Background: an optimization exercise with open tools, aiming at small area, a short achievable clock period and few clock cycles per item. Do not read the settings as production practice. Only simulation tests tie the RTL to the original design; equivalence was not proved. Power is estimated from default activity; no workload was simulated.

JK:
==> flow/design.v (excerpt) <==
module sweep_decoder (
    input  wire        clk,
    input  wire        rst,
    input  wire [16:0] tap0,
    input  wire [16:0] tap1,
    input  wire        in_valid,
    output wire        in_ready,
    input  wire [7:0]  in_data,
    output wire        out_valid,
    input  wire        out_ready,
    output wire [63:0] out_chips,
    output reg  [7:0]  out_nsym,
    output reg         out_ovf,
    output reg         out_excl,
    output reg         out_skip0,
    output wire        out_found,
    output wire        out_poly,
    output wire [3:0]  out_offset,
    output wire [5:0]  out_window,
    output wire [2:0]  out_thr,
    output wire [5:0]  out_dist0,
    output wire [5:0]  out_dist1
);
clock: 10.0 ns
lec_check: 0
cap_margin: 20
core_margin: 2
core_utilization: 60
setup_slack_margin: 5
slew_margin: 20
run.sh (not shown) runs the stock make flow with config.mk's settings and CLKGATE_MAP_FILE= SYNTH_SCRIPT=/design/flow/synth_recipe.tcl, a recipe that flattens the netlist after the stock synthesis.
JK completed every stage of the flow, and the final layout passed the timing, design-rule and antenna checks.
Testbench counts of JK, summed over its fixed seeds: cycles 13,478, items 96.
Relative to JK, the following input files were edited for MS:
--- a/flow/design.v
+++ b/flow/design.v
@@ -14,35 +14,33 @@
     output reg         sym2_v,      
     output reg  [1:0]  sym2,
     output wire [7:0]  nsym,
     output wire        ovf,         
     output wire [7:0]  nsym_now,    
     output wire        ovf_now,
     output wire        last_pop     
 );
     localparam [1:0] S_ZERO = 2'd0, S_ONE = 2'd1, S_AMB = 2'd2;
-    reg  [6:0] qcnt;            
+    reg  [6:0] pcnt;            
     reg        pprev;           
     reg  [7:0] s0;
-    reg        s0p, s0v;
-    reg        s0f, s0l;        
+    reg        s0p, s0f, s0l, s0v;
     wire [7:0] pb  = {s0[0], s0[1], s0[2], s0[3], s0[4], s0[5], s0[6], s0[7]};
     wire [8:0] pin = {s0l, (pb ^ {pb[6:0], s0p}) & {7'h7f, !s0f}};
     reg  [8:0] hd, nx;          
     reg  [3:0] hc;              
     reg        hv, nv, rdy;
     wire       push = in_valid && rdy;
     assign in_ready = rdy;
     function [3:0] popc;
         input [7:0] x;
         begin
-            popc = (({3'd0, x[0]} + {3'd0, x[1]}) + ({3'd0, x[2]} + {3'd0, x[3]})) +
-                   (({3'd0, x[4]} + {3'd0, x[5]}) + ({3'd0, x[6]} + {3'd0, x[7]}));
+            popc = x[0] + x[1] + x[2] + x[3] + x[4] + x[5] + x[6] + x[7];
         end
     endfunction
     integer j;
     reg        mid;             
     reg  [2:0] pos;
     reg  [2:0] base;            
     reg  [7:0] count;           
     reg        ovf_r;
     reg        c_ok;            
@@ -99,24 +97,25 @@
     wire       hd_take = !hv || pop;
     wire       m1      = hd_take && nv;             
     wire       m0h     = hd_take && !nv && s0v;     
     wire       m0n     = s0v && !nv && !hd_take || s0v && m1;    
     wire       s0used  = m0h || m0n;
     wire       hv_n    = hv && !pop || m1 || m0h;
     wire       nv_n    = nv && !m1 || m0n;
     wire       s0v_n   = s0v && !s0used || push;
     always @(posedge clk) begin
-        if (!s0v || s0used) begin
-            s0  <= in_data;
-            s0p <= pprev;
-        end
-        if (push)
+        if (push) begin
+            s0    <= in_data;
+            s0p   <= pprev;
+            s0f   <= pcnt == 7'd0;
+            s0l   <= pcnt == 7'd127;
             pprev <= in_data[0];
+        end
         if (m0n)
             nx <= pin;
         if (hd_take) begin
             hd <= nv ? nx : pin;
             hc <= nv ? popc(nx[7:0]) : popc(pin[7:0]);
         end else if (detail_step) begin
             hd[7:0] <= two ? rem3 : rem2;
             hc      <= hc - (two ? 4'd2 : 4'd1);
         end
@@ -124,27 +123,22 @@
     always @(posedge clk) begin
         if (rst_in) begin
             rdy  <= 1'b0;
         end
         if (rst) begin
             hv   <= 1'b0;
             nv   <= 1'b0;
             s0v  <= 1'b0;
             if (!rst_in) rdy <= 1'b1;
-            qcnt <= 7'd0;
-            s0f  <= 1'b1;
-            s0l  <= 1'b0;
+            pcnt <= 7'd0;
         end else if (!rst_in) begin
-            if (s0used) begin
-                qcnt <= qcnt + 7'd1;
-                s0f  <= qcnt == 7'd127;
-                s0l  <= qcnt == 7'd126;
-            end
+            if (push)
+                pcnt <= pcnt + 7'd1;
             hv  <= hv_n;
             nv  <= nv_n;
             s0v <= s0v_n;
             rdy <= ({1'b0, hv_n} + {1'b0, nv_n} + {1'b0, s0v_n}) < 2'd3;
         end
     end
     always @(posedge clk) begin
         sym     <= s1;
         sym_is1 <= i1;
@@ -324,24 +318,19 @@
     output reg  [3:0]  offset,
     output reg  [5:0]  window,
     output reg  [2:0]  thr,
     output reg  [5:0]  dist0,
     output reg  [5:0]  dist1
 );
     reg        pass2;
     reg        run1;        
     reg [5:0]  tau;         
-    reg  [46:0] cr;         
-    integer ci;
-    always @(*)
-        for (ci = 0; ci < 47; ci = ci + 1)
-            cr[ci] = chips[46 - ci];
-    wire       act = cr[tau];
+    reg        act;         
     reg [16:0] l0, l1, z0, z1;
     reg        s2v;         
     reg        g0, g1;      
     reg [7:0]  e0, e1;
     reg [2:0]  d0 [0:8];
     reg [2:0]  d1 [0:8];
     reg [2:0]  rq;          
     function [2:0] hq;      
         input [2:0] q;
@@ -468,24 +457,26 @@
             if (done2) begin
                 run1 <= 1'b0;
                 s2v  <= 1'b0;
             end
         end
     end
     always @(posedge clk) begin
         if (ld) begin
             tau <= 6'd0;
+            act <= start ? chips_in[46] : chips[46];
             l0  <= start ? chips_in[63:47] : chips[63:47];
             l1  <= start ? chips_in[63:47] : chips[63:47];
             z0  <= 17'd1;
             z1  <= 17'd1;
         end else if (run1) begin
             tau <= tau + 6'd1;
+            act <= chips[6'd45 - tau];
             l0  <= {l0[15:0], y0};
             l1  <= {l1[15:0], y1};
             z0  <= {z0[15:0], ^(z0 & tap0)};
             z1  <= {z1[15:0], ^(z1 & tap1)};
         end
         g0 <= y0 ^ act;
         g1 <= y1 ^ act;
     end
     always @(posedge clk) begin
- The relative area change from synthesis to final layout number comes out higher for JK vs MS.
- Re number of H-tree levels: no difference whatsoever between JK and MS.
- The lower chip width came out of JK.
- Xor and xnor fraction of the mapped netlist area essentially unchanged between MS and JK.
- Diff MS..JK | share of cell area taken by flip-flops and latches | negligible
- The number of CTS-inserted buffers in MS sits 1 below the value recorded for JK.
- Of MS and JK, the higher leakage dissipation belongs to JK.
- A worst-path cell with the longest stage delay of sky130_fd_sc_hd__clkdlybuf4s50_1 is what JK shows, while sky130_fd_sc_hd__ha_1 belongs to MS.
- Of MS and JK, JK shows the lower multi-input combinational area share, with MS above it.
- MS against JK: first-pass GRT wire length now sits lower, cell area after synthesis now sits higher.
- Going from JK to MS, the non-filler instance count after layout was found to have gone up by 1.1%.
- Re number of distinct library cells after synthesis: MS and JK aren't equal, and the lower value belongs to MS.
- Going from JK to MS, the power drawn by the clock network was found to have gone down by about 7%.
Testbench counts of MS, summed over its fixed seeds: cycles 13,478, items 96.

==> separate check: timing with driven ports <==
The results above use ideal ports. As a check the final layouts listed here were re-extracted and re-timed, cells and wires unchanged. Step 1 (the two cells are an assumption about what drives the block):
set clk [get_ports {clk}]
set_driving_cell -lib_cell sky130_fd_sc_hd__clkbuf_16 $clk
set_driving_cell -lib_cell sky130_fd_sc_hd__buf_2 [delete_from_list [all_inputs] $clk]
Step 2 adds t to the input delays and takes it off the output delays; t is the mean of the earliest and latest rising clock arrival at the registers after step 1. Input paths then give back, and output paths get back, about the clock's delay inside the block. Slacks: ideal ports / drivers / drivers and shift; pairs: ideal ports / drivers.
| run | t, ns | setup slack, ns | slew at the worst register clock pin (ns) |
|---|---|---|---|
| JK | 0.659 | 6.332 / 6.268 / 5.967 | 0.07 / 0.07 |
| MS | 0.654 | 5.236 / 5.236 / 5.236 | 0.07 / 0.07 |
After both steps every run listed still meets setup and hold. The setup slack of JK, which loses most, moves by -0.064 ns with the drivers and by -0.365 ns with both steps.
